Background: an optimization exercise with open tools, aiming at small area, a short achievable clock period and few clock cycles per item. Do not read the settings as production practice. In this exercise RTL edits were held to simulation tests only and were not proved equivalent to the original. Power figures rest on the tool's default switching activity, not on a simulated workload.

==> v14: inputs <==
Design rn_osc, start of the top module:
module rn_osc (
    input  wire        clk,
    input  wire        rst,
    input  wire        cmd_valid,
    input  wire [1:0]  cmd_op,
    input  wire [31:0] cmd_data,
    output wire        cmd_ready,
    output reg         out_valid,
    output reg  [31:0] out_sq,
    output reg  [31:0] out_saw
);
clock: 20.0 ns
lec_check: 0
abc_area: 1
cap_margin: 20
core_margin: 2
core_utilization: 40
setup_slack_margin: 5
slew_margin: 20
run.sh (not shown) runs the stock make flow with config.mk's settings and CLKGATE_MAP_FILE= SYNTH_SCRIPT=/design/flow/synth_recipe.tcl, a recipe that flattens the netlist after the stock synthesis.
==> v11: changes against v14 <==
--- a/flow/design.v
+++ b/flow/design.v
@@ -5,26 +5,22 @@
     input  wire        st,
     output wire [30:0] mag,
     output wire        ovf
 );
     wire        rup = g & (st | mant[0]);
     wire [7:0]  fld = mant[23] ? e[7:0] : 8'd0;
-    wire [31:0] pk;
-    wire        pk_co;
-    add_ks #(.W(32)) u_inc (.a({1'b0, fld, mant[22:0]}), .b(32'd0), .ci(rup), .s(pk), .co(pk_co));
+    wire [31:0] pk  = {1'b0, fld, mant[22:0]} + {31'd0, rup};
     assign ovf = (e > 10'sd254) || (pk[30:23] == 8'hFF);
     assign mag = ovf ? {8'hFF, 23'd0} : pk[30:0];
 endmodule
 module fp_mul5 (
     input  wire [31:0] a,
     output wire [31:0] y
 );
     wire [23:0] m  = {1'b1, a[22:0]};
-    wire [26:0] p;
-    wire        p_co;
-    add_ks #(.W(27)) u_add (.a({3'd0, m}), .b({1'b0, m, 2'd0}), .ci(1'b0), .s(p), .co(p_co));
+    wire [26:0] p  = {3'd0, m} + {1'b0, m, 2'd0};
     wire        hi = p[26];
     wire signed [9:0] e = {2'd0, a[30:23]} + (hi ? 10'sd3 : 10'sd2);
     wire [23:0] mt = hi ? p[26:3] : p[25:2];
     wire        g  = hi ? p[2] : p[1];
     wire        st = hi ? (p[1] | p[0]) : p[0];
     wire [30:0] mag;
@@ -58,54 +54,22 @@
             assign v4[i] = v3[2*i] | v3[2*i+1];
             assign c4[4*i+3:4*i] = v3[2*i] ? {1'b0, c3[6*i+2:6*i]} : {1'b1, c3[6*i+5:6*i+3]};
         end
     endgenerate
     assign n = v4[0] ? {1'b0, c4[3:0]} : {1'b1, c4[7:4]};
 endmodule
-module add_ks #(parameter W = 32) (
-    input  wire [W-1:0] a,
-    input  wire [W-1:0] b,
-    input  wire         ci,
-    output wire [W-1:0] s,
-    output wire         co
-);
-    localparam L = (W < 32) ? 5 : 6;            
-    wire [W:0] g [0:L];
-    wire [W:0] p [0:L];
-    assign g[0] = {a & b, ci};
-    assign p[0] = {a ^ b, 1'b0};
-    genvar l, i;
-    generate
-        for (l = 0; l < L; l = l + 1) begin : lv
-            for (i = 0; i <= W; i = i + 1) begin : bt
-                if (i >= (1 << l)) begin : m
-                    assign g[l+1][i] = g[l][i] | (p[l][i] & g[l][i-(1<<l)]);
-                    assign p[l+1][i] = p[l][i] & p[l][i-(1<<l)];
-                end else begin : c
-                    assign g[l+1][i] = g[l][i];
-                    assign p[l+1][i] = p[l][i];
-                end
-            end
-        end
-    endgenerate
-    assign s  = p[0][W:1] ^ g[L][W-1:0];
-    assign co = g[L][W];
-endmodule
 module fp_add (
     input  wire [31:0] a,
     input  wire [31:0] b,
     output reg  [31:0] y
 );
     wire a_nan = (a[30:23] == 8'hFF) && (a[22:0] != 0);
     wire b_nan = (b[30:23] == 8'hFF) && (b[22:0] != 0);
     wire a_inf = (a[30:23] == 8'hFF) && (a[22:0] == 0);
     wire b_inf = (b[30:23] == 8'hFF) && (b[22:0] == 0);
-    wire [30:0] cmp_s;
-    wire        a_ge_b;
-    add_ks #(.W(31)) u_cmp (.a(a[30:0]), .b(~b[30:0]), .ci(1'b1), .s(cmp_s), .co(a_ge_b));
-    wire        swap = !a_ge_b;
+    wire        swap = b[30:0] > a[30:0];
     wire [31:0] x = swap ? b : a;
     wire [31:0] z = swap ? a : b;
     wire [23:0] mx = {x[30:23] != 0, x[22:0]};
     wire [23:0] mz = {z[30:23] != 0, z[22:0]};
     wire [7:0]  ea = (a[30:23] == 0) ? 8'd1 : a[30:23];
     wire [7:0]  eb = (b[30:23] == 0) ? 8'd1 : b[30:23];
@@ -122,15 +86,13 @@
             msk[k] = (k < sh);
     end
     wire [26:0] zal  = {mz, 3'd0} >> sh;
     wire [26:0] zs   = {zal[26:1], zal[0] | (|({mz, 3'd0} & msk))};
     wire [26:0] xs   = {mx, 3'd0};
     wire        sub  = x[31] ^ z[31];
-    wire [27:0] sum;
-    wire        sum_co;
-    add_ks #(.W(28)) u_sum (.a({1'b0, xs}), .b(sub ? ~{1'b0, zs} : {1'b0, zs}), .ci(sub), .s(sum), .co(sum_co));
+    wire [27:0] sum  = sub ? ({1'b0, xs} - {1'b0, zs}) : ({1'b0, xs} + {1'b0, zs});
     wire [7:0]  lim  = ex - 8'd1;
     always @* begin
         for (k = 0; k < 27; k = k + 1)
             mk[k] = (lim == 8'd26 - k);
     end
     wire [4:0]  lsh;
@@ -156,16 +118,13 @@
 endmodule
 module fp_addp (
     input  wire [30:0] a,
     input  wire [30:0] b,
     output wire [30:0] y
 );
-    wire [30:0] cmp_s;
-    wire        a_ge_b;
-    add_ks #(.W(31)) u_cmp (.a(a), .b(~b), .ci(1'b1), .s(cmp_s), .co(a_ge_b));
-    wire        swap = !a_ge_b;
+    wire        swap = b > a;
     wire [30:0] x = swap ? b : a;
     wire [30:0] z = swap ? a : b;
     wire [23:0] mx = {x[30:23] != 0, x[22:0]};
     wire [23:0] mz = {z[30:23] != 0, z[22:0]};
     wire [7:0]  ea = (a[30:23] == 0) ? 8'd1 : a[30:23];
     wire [7:0]  eb = (b[30:23] == 0) ? 8'd1 : b[30:23];
@@ -179,15 +138,13 @@
     always @* begin
         for (k = 0; k < 27; k = k + 1)
             msk[k] = (k < sh);
     end
     wire [26:0] zal = {mz, 3'd0} >> sh;
     wire [26:0] zs  = {zal[26:1], zal[0] | (|({mz, 3'd0} & msk))};
-    wire [27:0] sum;
-    wire        sum_co;
-    add_ks #(.W(28)) u_sum (.a({1'b0, mx, 3'd0}), .b({1'b0, zs}), .ci(1'b0), .s(sum), .co(sum_co));
+    wire [27:0] sum = {1'b0, mx, 3'd0} + {1'b0, zs};
     wire [26:0] nm  = sum[27] ? {sum[27:2], sum[1] | sum[0]} : sum[26:0];
     wire signed [9:0] ne = {2'd0, ex} + (sum[27] ? 10'sd1 : 10'sd0);
     wire [30:0] mag;
     wire        ovf;
     fp_pack u_pk (.e(ne), .mant(nm[26:3]), .g(nm[2]), .st(nm[1] | nm[0]), .mag(mag), .ovf(ovf));
     assign y = (sum == 28'd0) ? 31'd0 : mag;
@@ -471,14 +428,15 @@
     reg        a_v;
     reg [1:0]  a_op;
     reg [23:0] a_m;
     reg signed [9:0] a_e;
     reg        a_neg, a_zero, a_inf, a_nan;
     reg        a_unf;                       
-    reg [1:0]  u_lo;                       
+    reg [25:0] u_q;
     reg        u_s;
+    reg signed [9:0] u_e;
     reg [23:0] f_m;
     reg signed [9:0] f_e;
     reg        f_zero, f_inf;
     reg        i_v;
     reg        i_rst;                       
     reg [30:0] inc;
@@ -515,13 +473,13 @@
             mul_mb = {1'b1, t_de[22:0]};    mul_eb = {2'd0, t_de[30:23]};
         end else begin
             mul_ma = f_m;                   mul_ea = f_e;
             mul_mb = a_m;                   mul_eb = a_e;
         end
     end
-    wire a_norm = a_v && !a_unf && (a_op == OP_SETF || a_op == OP_PROC) &&
+    wire a_norm = a_v && (a_op == OP_SETF || a_op == OP_PROC) &&
                   !a_zero && !a_inf && !a_nan && !a_m[23];
     wire a_pos  = !a_neg && !a_zero && !a_nan;
     reg  [30:0] a_inc;
     reg         a_inc_unf;                  
     always @* begin
         a_inc_unf = 1'b0;
@@ -536,13 +494,13 @@
             a_inc = F_INC_MAX;
         else
             a_inc = mul_mag;
     end
     wire [30:0] u_mag;
     wire        u_ovf;
-    fp_pack u_upk (.e(10'sd1), .mant(a_m), .g(u_lo[1]), .st(u_lo[0] | u_s),
+    fp_pack u_upk (.e(10'sd1), .mant(u_q[25:2]), .g(u_q[1]), .st(u_q[0] | u_s),
                    .mag(u_mag), .ovf(u_ovf));
     wire [31:0] s_sum;
     assign s_sum[31] = 1'b0;
     fp_addp u_adds (.a(phase), .b(inc), .y(s_sum[30:0]));
     wire        s_ge1   = &s_sum[29:23];
     wire        s_half  = (phase[30:24] != 7'b0111111) && (&s_sum[29:24]);
@@ -596,21 +554,20 @@
                 a_v <= 1'b0;
             end else if (a_norm) begin
                 a_m <= {a_m[22:0], 1'b0};
                 a_e <= a_e - 10'sd1;
             end else if (a_v && a_op == OP_PROC && !a_unf && !t_mul && a_unf_may) begin
                 a_unf <= 1'b1;
-                a_m   <= mul_q[25:2];
-                u_lo  <= mul_q[1:0];
+                u_q   <= mul_q;
                 u_s   <= mul_qs;
-                a_e   <= mul_e;
+                u_e   <= mul_e;
             end else if (a_unf) begin
-                if (a_e < 10'sd1) begin
-                    {a_m, u_lo} <= {1'b0, a_m, u_lo[1]};
-                    u_s <= u_s | u_lo[0];
-                    a_e <= a_e + 10'sd1;
+                if (u_e < 10'sd1) begin
+                    u_q <= {1'b0, u_q[25:1]};
+                    u_s <= u_s | u_q[0];
+                    u_e <= u_e + 10'sd1;
                 end else if (i_free) begin
                     a_unf <= 1'b0;
                     a_v   <= 1'b0;
                 end
             end
             if (a_done && a_op == OP_SETF) begin
@@ -628,13 +585,13 @@
                 i_v   <= 1'b1;
                 i_rst <= 1'b1;
             end else if (a_done && a_op == OP_PROC) begin
                 i_v   <= 1'b1;
                 i_rst <= 1'b0;
                 inc   <= a_inc;
-            end else if (a_unf && !(a_e < 10'sd1) && i_free) begin
+            end else if (a_unf && !(u_e < 10'sd1) && i_free) begin
                 i_v   <= 1'b1;
                 i_rst <= 1'b0;
                 inc   <= u_mag;
             end else if (i_done) begin
                 i_v <= 1'b0;
             end
==> flow/config.mk (replaced) <==
export PLATFORM = sky130hd
export DESIGN_NAME = rn_osc
export DESIGN_NICKNAME = rn_osc
export VERILOG_FILES = /design/flow/design.v
export SDC_FILE = /design/flow/constraint.sdc
export NUM_CORES = 4
export LEC_CHECK = 0
export CAP_MARGIN = 20
export CORE_MARGIN = 2
export CORE_UTILIZATION = 40
export SETUP_SLACK_MARGIN = 5
export SLEW_MARGIN = 20
==> v12: changes against v14 <==
--- a/flow/design.v
+++ b/flow/design.v
@@ -5,26 +5,22 @@
     input  wire        st,
     output wire [30:0] mag,
     output wire        ovf
 );
     wire        rup = g & (st | mant[0]);
     wire [7:0]  fld = mant[23] ? e[7:0] : 8'd0;
-    wire [31:0] pk;
-    wire        pk_co;
-    add_ks #(.W(32)) u_inc (.a({1'b0, fld, mant[22:0]}), .b(32'd0), .ci(rup), .s(pk), .co(pk_co));
+    wire [31:0] pk  = {1'b0, fld, mant[22:0]} + {31'd0, rup};
     assign ovf = (e > 10'sd254) || (pk[30:23] == 8'hFF);
     assign mag = ovf ? {8'hFF, 23'd0} : pk[30:0];
 endmodule
 module fp_mul5 (
     input  wire [31:0] a,
     output wire [31:0] y
 );
     wire [23:0] m  = {1'b1, a[22:0]};
-    wire [26:0] p;
-    wire        p_co;
-    add_ks #(.W(27)) u_add (.a({3'd0, m}), .b({1'b0, m, 2'd0}), .ci(1'b0), .s(p), .co(p_co));
+    wire [26:0] p  = {3'd0, m} + {1'b0, m, 2'd0};
     wire        hi = p[26];
     wire signed [9:0] e = {2'd0, a[30:23]} + (hi ? 10'sd3 : 10'sd2);
     wire [23:0] mt = hi ? p[26:3] : p[25:2];
     wire        g  = hi ? p[2] : p[1];
     wire        st = hi ? (p[1] | p[0]) : p[0];
     wire [30:0] mag;
@@ -58,54 +54,22 @@
             assign v4[i] = v3[2*i] | v3[2*i+1];
             assign c4[4*i+3:4*i] = v3[2*i] ? {1'b0, c3[6*i+2:6*i]} : {1'b1, c3[6*i+5:6*i+3]};
         end
     endgenerate
     assign n = v4[0] ? {1'b0, c4[3:0]} : {1'b1, c4[7:4]};
 endmodule
-module add_ks #(parameter W = 32) (
-    input  wire [W-1:0] a,
-    input  wire [W-1:0] b,
-    input  wire         ci,
-    output wire [W-1:0] s,
-    output wire         co
-);
-    localparam L = (W < 32) ? 5 : 6;            
-    wire [W:0] g [0:L];
-    wire [W:0] p [0:L];
-    assign g[0] = {a & b, ci};
-    assign p[0] = {a ^ b, 1'b0};
-    genvar l, i;
-    generate
-        for (l = 0; l < L; l = l + 1) begin : lv
-            for (i = 0; i <= W; i = i + 1) begin : bt
-                if (i >= (1 << l)) begin : m
-                    assign g[l+1][i] = g[l][i] | (p[l][i] & g[l][i-(1<<l)]);
-                    assign p[l+1][i] = p[l][i] & p[l][i-(1<<l)];
-                end else begin : c
-                    assign g[l+1][i] = g[l][i];
-                    assign p[l+1][i] = p[l][i];
-                end
-            end
-        end
-    endgenerate
-    assign s  = p[0][W:1] ^ g[L][W-1:0];
-    assign co = g[L][W];
-endmodule
 module fp_add (
     input  wire [31:0] a,
     input  wire [31:0] b,
     output reg  [31:0] y
 );
     wire a_nan = (a[30:23] == 8'hFF) && (a[22:0] != 0);
     wire b_nan = (b[30:23] == 8'hFF) && (b[22:0] != 0);
     wire a_inf = (a[30:23] == 8'hFF) && (a[22:0] == 0);
     wire b_inf = (b[30:23] == 8'hFF) && (b[22:0] == 0);
-    wire [30:0] cmp_s;
-    wire        a_ge_b;
-    add_ks #(.W(31)) u_cmp (.a(a[30:0]), .b(~b[30:0]), .ci(1'b1), .s(cmp_s), .co(a_ge_b));
-    wire        swap = !a_ge_b;
+    wire        swap = b[30:0] > a[30:0];
     wire [31:0] x = swap ? b : a;
     wire [31:0] z = swap ? a : b;
     wire [23:0] mx = {x[30:23] != 0, x[22:0]};
     wire [23:0] mz = {z[30:23] != 0, z[22:0]};
     wire [7:0]  ea = (a[30:23] == 0) ? 8'd1 : a[30:23];
     wire [7:0]  eb = (b[30:23] == 0) ? 8'd1 : b[30:23];
@@ -122,15 +86,13 @@
             msk[k] = (k < sh);
     end
     wire [26:0] zal  = {mz, 3'd0} >> sh;
     wire [26:0] zs   = {zal[26:1], zal[0] | (|({mz, 3'd0} & msk))};
     wire [26:0] xs   = {mx, 3'd0};
     wire        sub  = x[31] ^ z[31];
-    wire [27:0] sum;
-    wire        sum_co;
-    add_ks #(.W(28)) u_sum (.a({1'b0, xs}), .b(sub ? ~{1'b0, zs} : {1'b0, zs}), .ci(sub), .s(sum), .co(sum_co));
+    wire [27:0] sum  = sub ? ({1'b0, xs} - {1'b0, zs}) : ({1'b0, xs} + {1'b0, zs});
     wire [7:0]  lim  = ex - 8'd1;
     always @* begin
         for (k = 0; k < 27; k = k + 1)
             mk[k] = (lim == 8'd26 - k);
     end
     wire [4:0]  lsh;
@@ -156,16 +118,13 @@
 endmodule
 module fp_addp (
     input  wire [30:0] a,
     input  wire [30:0] b,
     output wire [30:0] y
 );
-    wire [30:0] cmp_s;
-    wire        a_ge_b;
-    add_ks #(.W(31)) u_cmp (.a(a), .b(~b), .ci(1'b1), .s(cmp_s), .co(a_ge_b));
-    wire        swap = !a_ge_b;
+    wire        swap = b > a;
     wire [30:0] x = swap ? b : a;
     wire [30:0] z = swap ? a : b;
     wire [23:0] mx = {x[30:23] != 0, x[22:0]};
     wire [23:0] mz = {z[30:23] != 0, z[22:0]};
     wire [7:0]  ea = (a[30:23] == 0) ? 8'd1 : a[30:23];
     wire [7:0]  eb = (b[30:23] == 0) ? 8'd1 : b[30:23];
@@ -179,15 +138,13 @@
     always @* begin
         for (k = 0; k < 27; k = k + 1)
             msk[k] = (k < sh);
     end
     wire [26:0] zal = {mz, 3'd0} >> sh;
     wire [26:0] zs  = {zal[26:1], zal[0] | (|({mz, 3'd0} & msk))};
-    wire [27:0] sum;
-    wire        sum_co;
-    add_ks #(.W(28)) u_sum (.a({1'b0, mx, 3'd0}), .b({1'b0, zs}), .ci(1'b0), .s(sum), .co(sum_co));
+    wire [27:0] sum = {1'b0, mx, 3'd0} + {1'b0, zs};
     wire [26:0] nm  = sum[27] ? {sum[27:2], sum[1] | sum[0]} : sum[26:0];
     wire signed [9:0] ne = {2'd0, ex} + (sum[27] ? 10'sd1 : 10'sd0);
     wire [30:0] mag;
     wire        ovf;
     fp_pack u_pk (.e(ne), .mant(nm[26:3]), .g(nm[2]), .st(nm[1] | nm[0]), .mag(mag), .ovf(ovf));
     assign y = (sum == 28'd0) ? 31'd0 : mag;
@@ -284,97 +241,88 @@
     wire [47:0] s5_20 = s4_18 ^ c4_18 ^ s4_19;
     wire [47:0] c5_20 = {(s4_18[46:0] & c4_18[46:0]) | (s4_18[46:0] & s4_19[46:0]) | (c4_18[46:0] & s4_19[46:0]), 1'b0};
     wire [47:0] s6_21 = s5_20 ^ c5_20 ^ c4_19;
     wire [47:0] c6_21 = {(s5_20[46:0] & c5_20[46:0]) | (s5_20[46:0] & c4_19[46:0]) | (c5_20[46:0] & c4_19[46:0]), 1'b0};
     assign p = s6_21 + c6_21;
 endmodule
-module fp_div #(parameter STEPS = 3) (
+module fp_div #(parameter STEPS = 4) (
     input  wire        clk,
     input  wire        rst,
     input  wire        start,
     input  wire [30:0] a,
     input  wire [30:0] b,
     input  wire        take,
     output reg         busy,
     output wire        done,
     output wire [30:0] y
 );
-    localparam NB = 30;                     
-    reg  [24:0] R;                          
-    reg  [24:0] D;                          
-    reg  [26:0] D3;                         
+    localparam NB = 28;                     
+    reg  [24:0] rem;
+    reg  [23:0] dv;
     reg  [NB-1:0] q;
     reg  [4:0]  cnt;
     reg  signed [9:0] qe;
     reg         fin;                        
     reg         sat;                        
-    reg         sat1;
+    reg  [30:0] sat_v;
     wire [23:0] ma = {1'b1, a[22:0]};
     wire [23:0] mb = {1'b1, b[22:0]};
     wire        ma_lt = ma < mb;
     wire signed [9:0] e0 = {2'd0, a[30:23]} - {2'd0, b[30:23]} + 10'sd127
                            - (ma_lt ? 10'sd1 : 10'sd0);
-    reg [24:0]  r;
-    reg [26:0]  r4;
-    reg [27:0]  d1, d2, d3;
+    reg [24:0] r;
+    reg [25:0] df;
     reg [NB-1:0] qq;
     integer k;
     always @* begin
-        r  = R;
+        r  = rem;
         qq = q;
         for (k = 0; k < STEPS; k = k + 1) begin
-            r4 = {r, 2'b00};
-            d1 = {1'b0, r4} - {3'b0, D};
-            d2 = {1'b0, r4} - {2'b0, D, 1'b0};
-            d3 = {1'b0, r4} - {1'b0, D3};
-            if (!d3[27]) begin
-                r = d3[24:0]; qq = {qq[NB-3:0], 2'd3};
-            end else if (!d2[27]) begin
-                r = d2[24:0]; qq = {qq[NB-3:0], 2'd2};
-            end else if (!d1[27]) begin
-                r = d1[24:0]; qq = {qq[NB-3:0], 2'd1};
+            df = {1'b0, r} - {2'b0, dv};
+            if (!df[25]) begin
+                r  = df[24:0];
+                qq = {qq[NB-2:0], 1'b1};
             end else begin
-                r = r4[24:0]; qq = {qq[NB-3:0], 2'd0};
+                qq = {qq[NB-2:0], 1'b0};
             end
+            r = {r[23:0], 1'b0};
         end
     end
     wire [30:0] mag;
     wire        ovf;
     fp_pack u_pk (.e(qe), .mant(q[NB-1:NB-24]), .g(q[NB-25]),
-                  .st((|q[NB-26:0]) | (R != 0)), .mag(mag), .ovf(ovf));
+                  .st((|q[NB-26:0]) | (rem != 0)), .mag(mag), .ovf(ovf));
     assign done = fin;
-    assign y = sat ? (sat1 ? 31'h3F800000 : 31'd0)
-                   : ((mag >= 31'h3F800000) ? 31'h3F800000 : mag);
+    assign y = sat ? sat_v : ((mag >= 31'h3F800000) ? 31'h3F800000 : mag);
     always @(posedge clk) begin
         if (rst) begin
             busy <= 1'b0;
             fin  <= 1'b0;
         end else if (start) begin
             busy <= 1'b1;
-            R    <= ma_lt ? {ma, 1'b0} : {1'b0, ma};
-            D    <= {mb, 1'b0};
-            D3   <= {2'b0, mb, 1'b0} + {1'b0, mb, 2'b0};
+            rem  <= ma_lt ? {ma, 1'b0} : {1'b0, ma};
+            dv   <= mb;
             q    <= {NB{1'b0}};
             qe   <= e0;
             cnt  <= 5'd0;
             if (a == 31'd0) begin
-                sat <= 1'b1; sat1 <= 1'b0; fin <= 1'b1;
+                sat <= 1'b1; sat_v <= 31'd0; fin <= 1'b1;
             end else if (e0 >= 10'sd127) begin
-                sat <= 1'b1; sat1 <= 1'b1; fin <= 1'b1;
+                sat <= 1'b1; sat_v <= 31'h3F800000; fin <= 1'b1;
             end else begin
                 sat <= 1'b0; fin <= 1'b0;
             end
         end else if (busy) begin
             if (take) begin
                 busy <= 1'b0;
                 fin  <= 1'b0;
             end else if (!fin) begin
-                R   <= r;
+                rem <= r;
                 q   <= qq;
-                cnt <= cnt + 2 * STEPS;
-                if (cnt + 2 * STEPS >= NB) fin <= 1'b1;
+                cnt <= cnt + STEPS;
+                if (cnt + STEPS >= NB) fin <= 1'b1;
             end
         end
     end
 endmodule
 module blep_rom (
     input  wire [5:0]  idx,
@@ -471,14 +419,15 @@
     reg        a_v;
     reg [1:0]  a_op;
     reg [23:0] a_m;
     reg signed [9:0] a_e;
     reg        a_neg, a_zero, a_inf, a_nan;
     reg        a_unf;                       
-    reg [1:0]  u_lo;                       
+    reg [25:0] u_q;
     reg        u_s;
+    reg signed [9:0] u_e;
     reg [23:0] f_m;
     reg signed [9:0] f_e;
     reg        f_zero, f_inf;
     reg        i_v;
     reg        i_rst;                       
     reg [30:0] inc;
@@ -515,13 +464,13 @@
             mul_mb = {1'b1, t_de[22:0]};    mul_eb = {2'd0, t_de[30:23]};
         end else begin
             mul_ma = f_m;                   mul_ea = f_e;
             mul_mb = a_m;                   mul_eb = a_e;
         end
     end
-    wire a_norm = a_v && !a_unf && (a_op == OP_SETF || a_op == OP_PROC) &&
+    wire a_norm = a_v && (a_op == OP_SETF || a_op == OP_PROC) &&
                   !a_zero && !a_inf && !a_nan && !a_m[23];
     wire a_pos  = !a_neg && !a_zero && !a_nan;
     reg  [30:0] a_inc;
     reg         a_inc_unf;                  
     always @* begin
         a_inc_unf = 1'b0;
@@ -536,13 +485,13 @@
             a_inc = F_INC_MAX;
         else
             a_inc = mul_mag;
     end
     wire [30:0] u_mag;
     wire        u_ovf;
-    fp_pack u_upk (.e(10'sd1), .mant(a_m), .g(u_lo[1]), .st(u_lo[0] | u_s),
+    fp_pack u_upk (.e(10'sd1), .mant(u_q[25:2]), .g(u_q[1]), .st(u_q[0] | u_s),
                    .mag(u_mag), .ovf(u_ovf));
     wire [31:0] s_sum;
     assign s_sum[31] = 1'b0;
     fp_addp u_adds (.a(phase), .b(inc), .y(s_sum[30:0]));
     wire        s_ge1   = &s_sum[29:23];
     wire        s_half  = (phase[30:24] != 7'b0111111) && (&s_sum[29:24]);
@@ -552,13 +501,13 @@
     wire [7:0]  x_exp = s_r[30:23] - 8'd1 - {3'd0, x_lz};
     wire [30:0] x_sub = (s_r[22:0] == 23'd0) ? 31'd0 : {x_exp, x_f};
     wire        div_busy, div_done;
     wire [30:0] div_y;
     wire        div_start = s_fin;
     wire        div_take;
-    fp_div #(.STEPS(3)) u_div (.clk(clk), .rst(rst), .start(div_start),
+    fp_div #(.STEPS(4)) u_div (.clk(clk), .rst(rst), .start(div_start),
                   .a(x_sub), .b(s_inc), .take(div_take), .busy(div_busy),
                   .done(div_done), .y(div_y));
     wire r_take;
     wire r_free_w = !r_v || r_take;
     wire i_done   = i_v && !s_sub && r_free_w;
     wire i_free   = !i_v || i_done;
@@ -596,21 +545,20 @@
                 a_v <= 1'b0;
             end else if (a_norm) begin
                 a_m <= {a_m[22:0], 1'b0};
                 a_e <= a_e - 10'sd1;
             end else if (a_v && a_op == OP_PROC && !a_unf && !t_mul && a_unf_may) begin
                 a_unf <= 1'b1;
-                a_m   <= mul_q[25:2];
-                u_lo  <= mul_q[1:0];
+                u_q   <= mul_q;
                 u_s   <= mul_qs;
-                a_e   <= mul_e;
+                u_e   <= mul_e;
             end else if (a_unf) begin
-                if (a_e < 10'sd1) begin
-                    {a_m, u_lo} <= {1'b0, a_m, u_lo[1]};
-                    u_s <= u_s | u_lo[0];
-                    a_e <= a_e + 10'sd1;
+                if (u_e < 10'sd1) begin
+                    u_q <= {1'b0, u_q[25:1]};
+                    u_s <= u_s | u_q[0];
+                    u_e <= u_e + 10'sd1;
                 end else if (i_free) begin
                     a_unf <= 1'b0;
                     a_v   <= 1'b0;
                 end
             end
             if (a_done && a_op == OP_SETF) begin
@@ -628,13 +576,13 @@
                 i_v   <= 1'b1;
                 i_rst <= 1'b1;
             end else if (a_done && a_op == OP_PROC) begin
                 i_v   <= 1'b1;
                 i_rst <= 1'b0;
                 inc   <= a_inc;
-            end else if (a_unf && !(a_e < 10'sd1) && i_free) begin
+            end else if (a_unf && !(u_e < 10'sd1) && i_free) begin
                 i_v   <= 1'b1;
                 i_rst <= 1'b0;
                 inc   <= u_mag;
             end else if (i_done) begin
                 i_v <= 1'b0;
             end
==> flow/config.mk (replaced) <==
export PLATFORM = sky130hd
export DESIGN_NAME = rn_osc
export DESIGN_NICKNAME = rn_osc
export VERILOG_FILES = /design/flow/design.v
export SDC_FILE = /design/flow/constraint.sdc
export NUM_CORES = 4
export LEC_CHECK = 0
export CAP_MARGIN = 20
export CORE_MARGIN = 2
export CORE_UTILIZATION = 40
export SETUP_SLACK_MARGIN = 5
export SLEW_MARGIN = 20
==> results by group <==
Setup path
  – CP bufs+invs: 5
  – Worst EP arrival: 17.98 ns

GRT
  – Met1 Track Usage GR: 38.9%
  – Vias in the first global route: 117,000

Finish
  – Final net count: 17,300
  – Bufs w/o clock: 757
  – Final instance area: 0.143 sq mm

Pwr
  – P_sw: 7.28 mW
  – Combinational share of power: 65.4%

Outcome
  – Status: finished clean

Clocking
  – Setup Fix Bufs, Post-CTS: 124
-- figures above: v12

==> results by group <==
Outcome
  – Status: finished clean

Finish
  – Final net count: 19,000
  – Final instance area: 0.134 sq mm
  – Bufs w/o clock: 289

GRT
  – Vias in the first global route: 115,000
  – Met1 Track Usage GR: 37.8%

Setup path
  – Worst EP arrival: 14.64 ns
  – CP bufs+invs: 14

Pwr
  – P_sw: 7.60 mW
-- figures above: v14

==> results by group <==
Outcome
  – Status: finished clean

Pwr
  – P_sw: 8.19 mW

Finish
  – Final instance area: 0.148 sq mm
  – Final net count: 18,100
  – Clk cell area share: 3.08%
  – FF/Latch Area: 0.0310 sq mm
  – Clock buffers: 174
  – Bufs w/o clock: 571

Setup path
  – Crit-path max FO: 36
  – Worst R2R Path Depth: 54
  – Worst EP arrival: 15.07 ns
  – CP bufs+invs: 6

GRT
  – Met1 Track Usage GR: 38.9%
  – Vias in the first global route: 122,000
  – Met2 usage: 45.3%

Clocking
  – Post-CTS Resized: 203
  – Setup Fix Bufs, Post-CTS: 63
-- figures above: v11

Testbench counts of v14, summed over its fixed seeds: cycles 57,680, samples 31,502.
Testbench counts of v11, summed over its fixed seeds: cycles 57,680, samples 31,502.
Testbench counts of v12, summed over its fixed seeds: cycles 62,319, samples 31,502.

==> separate check: timing with driven ports <==
No port has a modelled driver above. Below, the same layouts with a new extraction and two added sets of constraints. Step 1 (the two cells are an assumption about what drives the block):
set clk [get_ports {clk}]
set_driving_cell -lib_cell sky130_fd_sc_hd__clkbuf_16 $clk
set_driving_cell -lib_cell sky130_fd_sc_hd__buf_2 [delete_from_list [all_inputs] $clk]
Step 2 also shifts input and output timing later by t, the mid clock arrival at the registers, as if the neighbouring blocks saw the same clock. a / b / c = ideal ports / drivers / drivers and shift; a / b = the first two.
run	shift t [ns]	setup slack, ns	slew at the worst register clock pin (ns)	cell pins on the clock port's net
v14	0.986	6.020 / 6.020 / 6.020	0.07 / 0.07	1
v11	0.922	5.462 / 5.462 / 5.462	0.08 / 0.08	1
v12	0.943	2.545 / 2.545 / 2.545	0.08 / 0.08	1
After both steps every run listed still meets setup and hold.
